Source: an optimization exercise on an open RTL-to-GDS flow (aim: small area). Production flows keep margins and buffers that such runs may drop. Function was checked by simulation only, so behaviour that the tests miss may differ from the original. Power is estimated from default activity; no workload was simulated.

--- design/flow/config.mk ---
export PLATFORM = sky130hd
export DESIGN_NAME = sisops_cpu
export DESIGN_NICKNAME = sisops_cpu
export VERILOG_FILES = /design/flow/design.v
export SDC_FILE = /design/flow/constraint.sdc
export NUM_CORES = 4
export LEC_CHECK = 0
export CAP_MARGIN = 20
export CORE_AREA = 10 10 350 350
export CTS_BUF_LIST = sky130_fd_sc_hd__clkbuf_4
export DIE_AREA = 0 0 360 360
export SLEW_MARGIN = 20
--- design/flow/flow/run.sh ---
#!/bin/bash
# The standard layout (standard.sh: ORFS synthesis through finish), with
# changes to how cells are chosen only:
#  - synthesis maps the logic with ABC's area-oriented mapper (amap) instead
#    of the delay-oriented script; flip-flops are mapped before ABC, so the
#    registers are the standard synthesis's;
#  - the buffers ABC leaves are removed at floorplan instead of upsizing
#    cells against the unplaced netlist's timing;
#  - the ports are buffered by the smallest buffer cell;
#  - clock tree synthesis uses clkbuf_4 on small sink clusters and inserts
#    no dummy loads.
set -euo pipefail
cp -r "$FLOW_HOME/scripts" scripts_local
printf '%s\n' strash dch 'amap -F 4 -A 8' topo 'stime -c' > scripts_local/abc_speed.script
bash standard.sh \
  "SCRIPTS_DIR=$PWD/scripts_local" \
  "REMOVE_ABC_BUFFERS=1" \
  "BUFFER_PORTS_ARGS=-buffer_cell sky130_fd_sc_hd__buf_1" \
  "CTS_ARGS=-sink_clustering_enable -sink_clustering_size 8 -sink_clustering_max_diameter 60 -repair_clock_nets -dont_use_dummy_load -buf_list sky130_fd_sc_hd__clkbuf_4" \
  finish > standard_make.log 2>&1
--- design/flow/constraint.sdc ---
create_clock -name core_clock -period 11.0 [get_ports {clk}]
set_input_delay 2.2000 -clock core_clock [delete_from_list [all_inputs] [get_ports {clk}]]
set_output_delay 2.2000 -clock core_clock [all_outputs]
set_load 0.01 [all_outputs]
--- design/flow/standard.sh ---
#!/bin/bash
# synth_recipe.tcl (not shown) runs the flow's synth.tcl, then flattens the netlist and writes it again
# the make line also repeats each setting of config.mk as NAME=value (left out here)
make -C /OpenROAD-flow-scripts/flow DESIGN_CONFIG=/design/flow/config.mk WORK_HOME=/design/flow/orfs CLKGATE_MAP_FILE= SYNTH_SCRIPT=/design/flow/synth_recipe.tcl "${@:-finish}"
--- design/flow/design.v ---
module sisops_cpu (
    input  wire         clk,
    input  wire         rst,
    input  wire         start,
    input  wire [31:0]  pc_in,
    input  wire [319:0] regs_in,
    input  wire [63:0]  pt_in,
    input  wire [4:0]   pt_len_in,
    input  wire [7:0]   quantum,
    output wire         busy,
    output reg          done,
    output reg  [2:0]   cause,
    output wire [47:0]  info,
    output wire [31:0]  fpc,
    output wire [31:0]  pc_out,
    output wire [319:0] regs_out,
    output wire         mem_req,
    output wire         mem_we,
    output wire [7:0]   mem_addr,
    output wire [47:0]  mem_wdata,
    input  wire         mem_ready,
    input  wire         mem_rvalid,
    input  wire [47:0]  mem_rdata
);
    localparam [2:0] C_TIMER   = 3'd0;
    localparam [2:0] C_ADDR    = 3'd1;
    localparam [2:0] C_INVOP   = 3'd2;
    localparam [2:0] C_INVSYS  = 3'd3;
    localparam [2:0] C_STOP    = 3'd4;
    localparam [2:0] C_READ    = 3'd5;
    localparam [2:0] C_WRITE   = 3'd6;
    localparam [3:0] S_IDLE = 4'd0;    
    localparam [3:0] S_FT   = 4'd1;    
    localparam [3:0] S_FR   = 4'd2;    
    localparam [3:0] S_FW   = 4'd3;    
    localparam [3:0] S_DEC  = 4'd4;    
    localparam [3:0] S_PASS = 4'd5;    
    localparam [3:0] S_DT   = 4'd6;    
    localparam [3:0] S_MR   = 4'd7;    
    localparam [3:0] S_MW   = 4'd8;    
    localparam [3:0] S_SYS  = 4'd9;    
    localparam [3:0] S_CMP  = 4'd10;   
    localparam [3:0] S_FIN  = 4'd11;   
    localparam [3:0] S_CPY  = 4'd12;   
    localparam [3:0] P_LDI  = 4'd0;    
    localparam [3:0] P_ALU  = 4'd1;    
    localparam [3:0] P_MM   = 4'd3;    
    localparam [3:0] P_MA   = 4'd4;    
    localparam [3:0] P_STD  = 4'd5;    
    localparam [3:0] P_X8   = 4'd6;    
    localparam [3:0] P_X9   = 4'd7;    
    localparam [3:0] P_SCAN = 4'd8;    
    localparam [3:0] P_JMP  = 4'd9;    
    localparam [3:0] P_PCI  = 4'd10;   
    localparam [3:0] P_FPC  = 4'd11;   
    localparam [3:0] P_FIN  = 4'd12;   
    reg  [3:0]  state;
    reg  [3:0]  ptype;
    reg  [4:0]  bc;          
    reg  [31:0] x [0:9];
    reg  [31:0] pc;
    reg  [47:0] ir;
    reg  [63:0] ptr;         
    reg         frz;         
    reg  [3:0]  frame;       
    reg  [3:0]  pcnt;
    reg  [4:0]  pt_len;
    reg  [7:0]  qcnt;
    reg         ac;          
    reg         pcc;         
    reg         nz;          
    reg         fl;          
    reg  [30:0] ms;          
    integer i;
    wire idle = (state == S_IDLE);
    wire ld   = idle & start;
    wire pass = (state == S_PASS);
    wire hold = ~ld & ~pass;
    wire last = (bc == 5'd31);
    wire first = (bc == 5'd0);
    assign busy     = ~idle;
    assign pc_out   = pc;
    assign info     = ir;
    assign fpc      = ptr[31:0];
    assign mem_req  = (state == S_FR) | (state == S_MR);
    assign mem_wdata = {16'h0CFF, ir[31:0]};
    genvar g;
    generate
        for (g = 0; g < 10; g = g + 1) begin : g_regs_out
            assign regs_out[32*g +: 32] = x[g];
        end
    endgenerate
    wire [7:0] op = ir[47:40];
    wire [3:0] ra = ir[39:36];
    wire [3:0] rb = ir[35:32];
    wire op_hi0  = (op[7:4] == 4'd0);
    wire is_ldi  = op_hi0 & (op[3:0] == 4'd0);
    wire is_ldd  = op_hi0 & (op[3:0] == 4'd1);
    wire is_std  = op_hi0 & (op[3:0] == 4'd2);
    wire is_alu  = op_hi0 & ((op[3:0] == 4'd3) | (op[3:0] == 4'd4));
    wire is_mul  = op_hi0 & (op[3:0] == 4'd5);
    wire is_jmp  = op_hi0 & (op[3:0] == 4'd6);
    wire is_jcc  = op_hi0 & ((op[3:0] == 4'd7) | (op[3:0] == 4'd8) | (op[3:0] == 4'd9));
    wire is_sys  = op_hi0 & (op[3:0] == 4'd10);
    wire is_stop = op_hi0 & (op[3:0] == 4'd11);
    wire uses_a  = op_hi0 & ((op[3:0] <= 4'd5) | is_jcc);
    wire uses_b  = op_hi0 & (op[3:0] >= 4'd3) & (op[3:0] <= 4'd5);
    wire illegal = ~op_hi0 | (op[3:0] >= 4'd12) | (uses_a & (ra > 4'd9)) | (uses_b & (rb > 4'd9));
    wire [3:0] rsa = (ptype[3:1] == 3'b011) ? {3'b100, ptype[0]} : ra;
    reg a_bit, b_bit;
    always @(*) begin
        a_bit = 1'b0;
        b_bit = 1'b0;
        for (i = 0; i < 10; i = i + 1) begin
            if (rsa == i) a_bit = x[i][0];
            if (rb == i)  b_bit = x[i][0];
        end
    end
    wire sub   = op[2];
    wire a_cin = first ? sub : ac;
    wire bx    = b_bit ^ sub;
    wire alu_s = a_bit ^ bx ^ a_cin;
    wire alu_c = (a_bit & bx) | (a_bit & a_cin) | (bx & a_cin);
    localparam integer ML = 15;
    wire mb = b_bit & pass & (ptype == P_MM);
    wire [31:0] pp = ir[31:0] & {32{mb}};
    wire [31:0] msum;
    wire [31:0] mcar;
    wire [31:0] msum0, msum1, mcar0, mcar1;
    generate
        for (g = 0; g < ML; g = g + 1) begin : g_mul_lo
            wire cin = (g == 0) ? 1'b0 : mcar[g-1];
            assign msum[g] = ms[g] ^ pp[g] ^ cin;
            assign mcar[g] = (ms[g] & pp[g]) | (ms[g] & cin) | (pp[g] & cin);
        end
        for (g = ML; g < 31; g = g + 1) begin : g_mul_hi
            wire cin0 = (g == ML) ? 1'b0 : mcar0[g-1];
            wire cin1 = (g == ML) ? 1'b1 : mcar1[g-1];
            assign msum0[g] = ms[g] ^ pp[g] ^ cin0;
            assign mcar0[g] = (ms[g] & pp[g]) | (ms[g] & cin0) | (pp[g] & cin0);
            assign msum1[g] = ms[g] ^ pp[g] ^ cin1;
            assign mcar1[g] = (ms[g] & pp[g]) | (ms[g] & cin1) | (pp[g] & cin1);
            assign msum[g] = mcar[ML-1] ? msum1[g] : msum0[g];
        end
    endgenerate
    assign msum[31] = pp[31] ^ (mcar[ML-1] ? mcar1[30] : mcar0[30]);
    wire prod = msum[0];
    wire take = is_jmp
              | (op[3:0] == 4'd7 & fl)
              | (op[3:0] == 4'd8 & ~nz)
              | (op[3:0] == 4'd9 & nz & ~fl);
    wire pc_inc = (ptype == P_LDI) | (ptype == P_ALU) | (ptype == P_MM) | (ptype == P_STD)
                | (ptype == P_JMP) | (ptype == P_PCI);
    wire p_cin = first ? pc_inc : pcc;
    wire pc_bit = (ptype == P_JMP && take) ? ir[0] : (pc[0] ^ p_cin);
    wire x_wr = pass & (ptype[3:2] == 2'b00);
    wire w_bit = (ptype == P_ALU) ? alu_s : (ptype == P_MM) ? prod : ir[0];
    wire ir_from_a = (ptype[3:2] == 2'b01);
    wire ir_sin = ir_from_a ? a_bit : (ptype == P_FPC) ? pc[0] : ir[0];
    wire ir_sh  = pass & (ptype != P_MM);
    wire fetch_tr = (state == S_FT);
    wire [7:0] la = fetch_tr ? pc[7:0] : ir[7:0];
    wire hi_zero  = fetch_tr ? (pc[31:8] == 24'd0) : (ir[31:8] == 24'd0);
    wire tr_ok    = hi_zero & ({1'b0, la[7:4]} < pt_len);
    wire tr_hit   = (pcnt == la[7:4]);
    wire code_ok  = (ir[31:2] == 30'd0) & (ir[1] ^ ir[0]);
    wire ir_ld_lo = mem_rvalid & ((state == S_FW) | (state == S_MW));
    wire ir_ld_hi = mem_rvalid & ((state == S_FW) | (state == S_MW & ~is_ldd));
    wire fin      = (state == S_FIN);
    wire clr_hi   = fin & (cause != C_INVOP) & (cause != C_WRITE);
    wire clr_lo   = fin & ((cause == C_TIMER) | (cause == C_STOP) | (cause == C_READ));
    wire ir_hold_lo = ~ir_ld_lo & ~ir_sh & ~clr_lo;
    wire st_save    = (state == S_DT) & is_std & tr_hit;
    wire ir_hold_hi = ~ir_ld_hi & ~clr_hi & ~st_save;
    wire q_last = (qcnt == 8'd1);
    wire cp     = (state == S_CPY);
    wire rot    = ~frz & ~cp & ~ld;
    wire r_hold = frz & ~ld;
    always @(posedge clk) begin
        for (i = 0; i < 10; i = i + 1)
            x[i] <= ({32{ld}} & regs_in[32*i +: 32])
                  | ({32{pass}} & {(x_wr && ra == i) ? w_bit : x[i][0], x[i][31:1]})
                  | ({32{hold}} & x[i]);
        pc <= ({32{ld}} & pc_in) | ({32{pass}} & {pc_bit, pc[31:1]}) | ({32{hold}} & pc);
        ir[31:0] <= ({32{ir_ld_lo}} & mem_rdata[31:0]) | ({32{ir_sh}} & {ir_sin, ir[31:1]})
                  | ({32{ir_hold_lo}} & ir[31:0]);
        ir[47:36] <= ({12{ir_ld_hi}} & mem_rdata[47:36]) | ({12{ir_hold_hi | st_save}} & ir[47:36]);
        ir[35:32] <= ({4{ir_ld_hi}} & mem_rdata[35:32]) | ({4{ir_hold_hi}} & ir[35:32])
                   | ({4{st_save}} & ir[3:0]);
        ptr[63:32] <= ({32{idle}} & pt_in[63:32]) | ({32{busy}} & {ptr[3:0], ptr[63:36]});
        ptr[31:0]  <= ({32{ld}} & pt_in[31:0]) | ({32{rot}} & ptr[35:4])
                    | ({32{cp}} & pc) | ({32{r_hold}} & ptr[31:0]);
        if (ld)
            frz <= 1'b0;
        else if (cp)
            frz <= 1'b1;
        pcnt <= idle ? 4'd0 : pcnt + 4'd1;
        if (idle)
            pt_len <= pt_len_in;
        if (idle)
            qcnt <= quantum;
        else if (state == S_CMP)
            qcnt <= qcnt - 8'd1;
        ac  <= alu_c;
        pcc <= pc[0] & p_cin;
        if (pass && ptype == P_SCAN) begin
            nz <= (nz & ~first) | a_bit;
            fl <= a_bit;
        end
        if (state == S_SYS)
            fl <= ir[1];
        ms <= msum[31:1];
        if ((state == S_FT || state == S_DT) && tr_hit)
            frame <= ptr[3:0];
        if (rst) begin
            state <= S_IDLE;
            done  <= 1'b0;
            bc    <= 5'd0;
        end else begin
            done <= fin;
            if (pass)
                bc <= bc + 5'd1;
            case (state)
                S_IDLE: if (start) state <= S_FT;
                S_FT: begin
                    if (!tr_ok) begin
                        cause <= C_ADDR; ptype <= P_FPC; state <= S_CPY;
                    end else if (tr_hit)
                        state <= S_FR;
                end
                S_FR: if (mem_ready) state <= S_FW;
                S_FW: if (mem_rvalid) state <= S_DEC;
                S_DEC: begin
                    state <= q_last ? S_CPY : S_PASS;
                    if (illegal) begin
                        cause <= C_INVOP; ptype <= P_FIN; state <= S_CPY;
                    end else if (is_stop) begin
                        cause <= C_STOP; ptype <= P_FIN; state <= S_CPY;
                    end else if (is_ldd | is_std)
                        state <= S_DT;
                    else if (is_sys) begin
                        ptype <= P_X8; state <= S_PASS;
                    end
                    else if (is_ldi) ptype <= P_LDI;
                    else if (is_alu) ptype <= P_ALU;
                    else if (is_mul) ptype <= P_MA;
                    else if (is_jmp) ptype <= P_JMP;
                    else             ptype <= P_SCAN;
                end
                S_PASS: if (last) begin
                    case (ptype)
                        P_MA:   ptype <= P_MM;
                        P_SCAN: ptype <= P_JMP;
                        P_STD:  state <= S_MR;
                        P_X8:   state <= S_SYS;
                        P_X9:   state <= S_DT;
                        P_PCI, P_FPC: state <= S_FIN;
                        default: state <= S_CMP;
                    endcase
                end
                S_SYS: begin
                    if (!code_ok) begin
                        cause <= C_INVSYS; ptype <= P_FIN; state <= S_CPY;
                    end else begin
                        ptype <= P_X9; state <= S_PASS;
                    end
                end
                S_DT: begin
                    if (!tr_ok) begin
                        cause <= C_ADDR; ptype <= P_FIN; state <= S_CPY;
                    end else if (tr_hit) begin
                        if (is_ldd) state <= S_MR;
                        else if (is_std) begin
                            ptype <= P_STD; state <= q_last ? S_CPY : S_PASS;
                        end else if (fl) state <= S_MR;
                        else begin
                            cause <= C_READ; ptype <= P_PCI; state <= S_CPY;
                        end
                    end
                end
                S_MR: if (mem_ready) state <= is_std ? S_CMP : S_MW;
                S_MW: if (mem_rvalid) begin
                    if (is_ldd) begin
                        ptype <= P_LDI; state <= q_last ? S_CPY : S_PASS;
                    end else begin
                        cause <= C_WRITE; ptype <= P_PCI; state <= S_CPY;
                    end
                end
                S_CMP: begin
                    if (q_last) begin
                        cause <= C_TIMER; state <= S_FIN;
                    end else
                        state <= S_FT;
                end
                S_CPY: state <= (ptype == P_FIN) ? S_FIN : S_PASS;
                S_FIN: state <= S_IDLE;
                default: state <= S_IDLE;
            endcase
        end
    end
    assign mem_we = (state == S_MR) & is_std;
    assign mem_addr = {frame, (state == S_FR) ? pc[3:0] : is_std ? ir[35:32] : ir[3:0]};
endmodule
==> flow_metrics.env <==
export IMPL_tns_ns=0
export IMPL_slew_limit_headroom_pct=28.5
export IMPL_via_per_inst=4.95
export IMPL_required_ns=11.79
export IMPL_yosys_warnings=2
export IMPL_grt_pass1_vias=21700
export IMPL_slowest_delay_ns=0.65
export IMPL_ys_seq_area_share_pct=51.3
export IMPL_final_util_pct=23.9
export IMPL_hold_buffers=0
export IMPL_drt_iter0_drc=3948
export IMPL_die_h_um=360
export IMPL_fill_cells=12700
export IMPL_rsz0062_at_grt="no"
export IMPL_crit_path_start_kind="register"
export IMPL_cts_tree="yes"
export IMPL_worst_path_buf_inv=4
export IMPL_peakVddDrop_mv=0.147
export IMPL_grt_pass1_wl_mm=176
export IMPL_drc=0
export IMPL_final_cell_mix="buf_1, dfxtp_1, clkinv_1"
export IMPL_syn_avg_cell_area_um2=9.78
export IMPL_cts_max_path_buffers=3
export IMPL_cts_reportedPaths_clkPinSlew_ns=0.10
export IMPL_overflow=0
export IMPL_hold_viol=0
export IMPL_via_count=23400
export IMPL_synth_ff_type="dfxtp_1"
export IMPL_setup_violations=0
export IMPL_coreArea_um2=115000
export IMPL_area_delta_synth_final_pct=27.6
export IMPL_p_per_area_nw_per_um2=334
export IMPL_fin_ws_ns=1.15
export IMPL_cts_made_buffers=85
export IMPL_dr_pass1_iters=10
export IMPL_mostFrequentLayoutCell="buf_1"
export IMPL_h_tree_depth=3
export IMPL_p_clk_share_pct=11.8
export IMPL_synth_area_leader_cell="dfxtp_1"
export IMPL_place_ws_ns=1.13
export IMPL_worstPathArrival_ns=10.64
export IMPL_synthDistinctLibCells=47
export IMPL_die_area_um2=130000
export IMPL_worst_pin_slew_ns=1.07
export IMPL_clock_latency_ns=0.94
export IMPL_cpMostUsedCell="fa_1"
export IMPL_grt_use_total_pct=18.8
export IMPL_internal_power_mw=4.69
export IMPL_clock_sinks=538
export IMPL_grt_max_degree=188
export IMPL_fmax_mhz=102
export IMPL_wirelength_mm=131
export IMPL_place_hpwl_mm=106
export IMPL_cts_root_buf="clkbuf_4"
export IMPL_synth_edf_count=26
export IMPL_synth_top_area_share_pct=47.7
export IMPL_antenna_found_initial=49
export IMPL_fin_total_pwr_mw=9.15
export IMPL_drv_slew=0
export IMPL_cap_violations=0
export IMPL_ant_nets=0
export IMPL_wl_per_cell_um=27.7
export IMPL_slowest_stage="fa_1"
export IMPL_cts_resized=0
export IMPL_core_rowCount=124
export IMPL_power_frac_seq_pct=43.1
export IMPL_asyncSetResetFlopFracSynth_pct=0
export IMPL_netlist_instances=2196
export IMPL_p_leak_nw=9.41
export IMPL_instances_no_fill=4736
export IMPL_synth_seq_cells=538
export IMPL_initial_core_util_pct=18.8
export IMPL_fin_crit_sh_pct=89.5
export IMPL_place_inst=4629
export IMPL_syn_area_um2=21500
export IMPL_port_buffers=960
export IMPL_gp_congestion=0.922
export IMPL_p_comb_share_pct=45.0
export IMPL_sw_frac_of_total_pct=48.8
export IMPL_power_switching_mw=4.47
export IMPL_hold_class="reg2reg"
export IMPL_worstPathMaxFanout=32
export IMPL_critical_path_class="reg2reg"
export IMPL_ys_top_cells_by_area="dfxtp_1, a222oi_1, clkinv_1, edfxtp_1, nor2_1"
export IMPL_io_pins=977
export IMPL_finalClockSkew_ns=0.0930
export IMPL_dieWidth_um=360
export IMPL_drive_gt1_share_pct=3.84
export IMPL_nets=3729
export IMPL_cts_setup_buffers=0
export IMPL_outcome="no timing/DRC/antenna violations"
export IMPL_critPathTopFamily="adder cells"
export IMPL_fin_crit_ns=9.85
export IMPL_end_kind="register"
==> state kept, by name, indices dropped and copies added (netlist names) <==
signal / flops
state: 4
cause: 3
ms: 31
qcnt: 8
frz: 1
pc: 32
ptype: 4
fl: 1
nz: 1
pcc: 1
pt_len: 5
ac: 1
frame: 4
done: 1
bc: 5
x: 320
ptr: 64
ir: 48
pcnt: 4
==> routing by layer <==
| layer | wire, um | track usage, % |
|---|---|---|
| met2 | 63100 | 32.0 |
| met1 | 50200 | 22.2 |
| met4 | 4120 | 5.60 |
| met3 | 13500 | 6.59 |
| met5 | 95 | 0 |
==> power groups by stage <==
stage                     registers (mW)  clock network (mW)  logic (mW)
after floorplan                     3.97                   0        2.16
after global placement              3.95                   0        4.13
after detailed placement            3.98                   0        4.16
after CTS                           3.94                1.14        4.18
after global routing                4.04                1.21        4.48
final                               3.95                1.08        4.12
==> cell usage after synthesis, types with 3 or more instances <==
cell type / number
dfxtp_1: 512
clkinv_1: 487
a222oi_1: 396
nor2_1: 196
nand2_1: 105
buf_4: 81
o21ai_0: 78
a21oi_1: 39
a22o_1: 35
nor3_1: 31
ha_1: 28
edfxtp_1: 26
a22oi_1: 20
o22ai_1: 17
fa_1: 15
nor4_1: 15
nor2b_1: 11
o221ai_1: 10
nand3_1: 9
o22a_1: 9
nand4_1: 8
o2111ai_1: 7
a221oi_1: 6
a211oi_1: 5
o311a_1: 5
or2_0: 5
o311ai_0: 4
or3_1: 4
or4_1: 4
a221o_1: 3
==> path summary, 6_finish.rpt <==
kind / cells after the start / end / slack, ns / from
worst max-delay path: 37 / ms[30]$_DFF_P_ / 1.15 / ir[34]$_DFF_P_
worst min-delay path: 1 / ptr[48]$_DFF_P_ / 0.43 / ptr[52]$_DFF_P_
worst max register to register: 37 / ms[30]$_DFF_P_ / 1.15 / ir[34]$_DFF_P_
worst min register to register: 1 / ptr[48]$_DFF_P_ / 0.43 / ptr[52]$_DFF_P_
==> cells by family after synthesis <==
kind of cell               share of synthesized area [%]
AOI/OAI and AO/OA                                   26.5
adders and majority gates                           3.03
buffers and inverters                               11.3
DFF                                                 51.3
other                                             0.0350
and+or+nand+nor                                     7.76
==> stage by stage <==
step	hold slack (ns)	area, um^2
after detailed placement	0.424	26700
after global placement	0.420	26700
after floorplan	0.416	20900
final	0.430	27400
after CTS	0.429	27400
after global routing	0.445	27400
==> area by class of cell <==
| class | count | area (um^2) | share of cell area, % |
|---|---|---|---|
| inverter | 487 | 1840 | 6.69 |
| multi-input combinational | 1104 | 8120 | 29.6 |
| clock buffer | 85 | 638 | 2.33 |
| sequential | 538 | 11000 | 40.2 |
| timing repair buffer | 988 | 3850 | 14.0 |
| tap | 1512 | 1890 | 6.90 |
| antenna | 22 | 55.1 | 0.201 |

port drivers added, routing unchanged:
In the flow no input, the clock included, has a driving cell. The finished layout below was timed again as built, in two steps.
Step 1, drivers: a clkbuf_16 drives clk and a buf_2 each remaining input, both assumed.
Step 2 also shifts input and output timing later by t, the mid clock arrival at the registers, as if the neighbouring blocks saw the same clock.
Slacks: ideal ports / drivers / drivers and shift; pairs: ideal ports / drivers.
shift t [ns]: 0.951
slack for setup (ns): 1.151 / 1.151 / 1.151
worst setup path at the end: register to register
worst data-port slew with drivers (ns): 0.25
cell pins on the clock port's net: 1
After both steps setup and hold are still met in this run. The setup slack of this run moves by 0.000 ns with the drivers and by 0.000 ns with both steps.
